This design comes from an exercise in tuning for a short achievable clock period and few clock cycles per item on the open sky130 flow, not from production work.
Function was checked by simulation only, so behaviour that the tests miss may differ from the original.

==> 05-06 <==
## luxconv
module luxconv (
    input  wire        clk,
    input  wire        rst,
    input  wire        req_valid,
    input  wire [1:0]  req_gain,
    input  wire [7:0]  req_cycles,
    input  wire [15:0] req_ch1,
    input  wire [15:0] req_ch0,
    output wire        req_ready,
    output wire        rsp_valid,
    output wire [3:0]  rsp_status,
    output wire [23:0] rsp_lux,
    output wire [2:0]  obs_band,
    output wire [32:0] obs_ratio,
    output wire [23:0] obs_chn0,
    output wire [23:0] obs_chn1,
    output wire [23:0] obs_scale0,
    output wire [23:0] obs_scale1,
    output wire [1:0]  phase
);
export LEC_CHECK = 0
export CAP_MARGIN = 20
export CORE_MARGIN = 2
export CORE_UTILIZATION = 35
export SETUP_SLACK_MARGIN = 1
export SLEW_MARGIN = 20
create_clock -name core_clock -period 12.0 [get_ports {clk}]
run.sh (not shown) runs the stock make flow with config.mk's settings and CLKGATE_MAP_FILE= SYNTH_SCRIPT=/design/flow/synth_recipe.tcl, a recipe that flattens the netlist after the stock synthesis.
==> 02-25: changes against 05-06 <==
--- a/flow/design.v
+++ b/flow/design.v
@@ -86,15 +86,15 @@
     output wire [1:0]  phase
 );
     localparam [2:0] ST_DONE = 3'd0, ST_C1 = 3'd1, ST_C2 = 3'd2, ST_D1 = 3'd3,
                      ST_D2 = 3'd4, ST_D3 = 3'd5;
     reg        active;           
     reg [2:0]  st;               
-    reg [15:0] r_ch0, r_ch1;
-    reg [1:0]  r_gain;
-    reg [7:0]  r_cycles;
+    wire [15:0] r_ch0 = req_ch0, r_ch1 = req_ch1;
+    wire [1:0]  r_gain = req_gain;
+    wire [7:0]  r_cycles = req_cycles;
     reg [23:0] t_s, t_s107, t_s115;
     localparam [255:0] T_S_B0 = 256'h363569241ad53a23e1f178e8318ee870034dcc5a33292274bed3195aa684da28;
     localparam [255:0] T_S_B1 = 256'h491e9560d0550a72242e55b0b7428bf467924f419dc8528c1bac510e6d5c22c0;
     localparam [255:0] T_S_B2 = 256'h85f7a3979411429faa5355f3544927f29678cf0c22f4781eb4b978c252d2be08;
     localparam [255:0] T_S_B3 = 256'h560d3f5847c6d25edbde44e1d0ab06683f1765870dfde93c6cb20ec665c8cc60;
     localparam [255:0] T_S_B4 = 256'h98036a6032983761ac344eea3849e96ee37cbacedea9c12877b33f96a42ab8a8;
@@ -1365,32 +1365,26 @@
     always @(posedge clk) begin
         if (rst) begin
             active <= 1'b0;
             st     <= ST_DONE;
         end else if (issue) begin
             active <= 1'b1;
-            st     <= ST_C1;
+            st     <= ST_C2;
         end else if (busy) begin
             st     <= (st == ST_D3) ? ST_DONE : st + 3'd1;
         end
     end
     always @(posedge clk) begin
         if (!rst && issue) begin
-            r_ch0    <= req_ch0;
-            r_ch1    <= req_ch1;
-            r_gain   <= req_gain;
-            r_cycles <= req_cycles;
+            cfg <= (r_cycles == 8'd0);
+            s0  <= a_s0;
+            s1  <= a_s1;
+            c0  <= a_p0[39:16];
+            c1  <= a_p1[39:16];
         end else begin
             case (st)
-                ST_C1: begin
-                    cfg <= (r_cycles == 8'd0);
-                    s0  <= a_s0;
-                    s1  <= a_s1;
-                    c0  <= a_p0[39:16];
-                    c1  <= a_p1[39:16];
-                end
                 ST_C2: begin
                     zero     <= cfg || degen;
                     o_status <= cfg ? 4'b1001 : degen ? 4'b0011 : neg ? 4'b0101 : 4'b0001;
                     o_lux    <= (cfg || degen || neg) ? 24'd0 : tbias[39:16];
                     o_band   <= (cfg || degen) ? 3'd0 : band;
                     mults    <= a_mults;
==> summary.txt <==
metric                                                                                         05-06                    02-25
Outcome                                                                      complete, no violations  complete, no violations
Worst hold slack across all endpoints                                                       0.479 ns                 0.481 ns
Detailed Routing Iterations Pass 1                                                                 7                        8
Number of diodes added for antenna fixing                                                         22                       15
Wire length of the first global-routing pass                                                  976 mm                   982 mm
Post-Route Utilization                                                                         0.389                    0.410
Sequential share of cell area                                                                 0.0869                   0.0763
Final clock-cell share                                                                        0.0150                   0.0123
Multi-input gate share of total cell area                                                      0.736                    0.714
Worst reg2reg startpoint                                                       r_cycles[0]$_DFFE_PP_         md[28]$_DFFE_PP_
Achievable frequency                                                                        92.4 MHz                 90.0 MHz
Share of synthesized cell area in full adder, half adder and majority cells                    0.427                    0.432
Antenna violations before repair                                                                  51                       48
Sequential cell area                                                                      14000 um^2               12800 um^2
Via count of the routed design                                                                136000                   138000
Worst-Skew Late Latency                                                                      0.87 ns                  0.89 ns
Maximum level of the CTS H-tree                                                                    3                        2
Setup repair after global routing missed its margin                                               no                      yes
Top cell type's share of synthesized area                                                      0.243                    0.247
Critical path data arrival time                                                             11.36 ns                 11.70 ns
Final standard cell area without fillers                                                 162000 um^2              168000 um^2
Final period util                                                                              0.902                    0.926
Most frequent cell on the critical path                                                         fa_1                    buf_4
Initial core utilization                                                                       0.351                    0.352
Testbench counts of 05-06, summed over its fixed seeds: cycles 9,608, items 1,600.
Testbench counts of 02-25, summed over its fixed seeds: cycles 8,008, items 1,600.

[re-timing with driven ports]
In the flow no input, the clock included, has a driving cell. The finished layouts below were timed again as built, in two steps.
Step 1: set_driving_cell puts a clkbuf_16 on clk and a buf_2 on each other input, an assumption about the parent block.
Step 2 moves the port delays by t, midway between the first and last clock arrival at a register: inputs arrive t later, outputs are due t later. That takes back most of the time a late clock gives input paths.
Three values: ideal, step 1, step 2; two values: the first two.
run | t, ns | setup slack, ns | worst setup path after step 2 | latest minus earliest clock arrival (ns)
05-06 | 0.958 | 1.176 / 1.176 / 1.176 | register to register | 0.085 / 0.085
02-25 | 0.935 | 0.892 / 0.892 / 0.117 | input to register | 0.146 / 0.147
After both steps every run listed still meets setup and hold. For 02-25, which loses most, drivers alone change the setup slack by 0.000 ns; drivers and shift together by -0.775 ns.
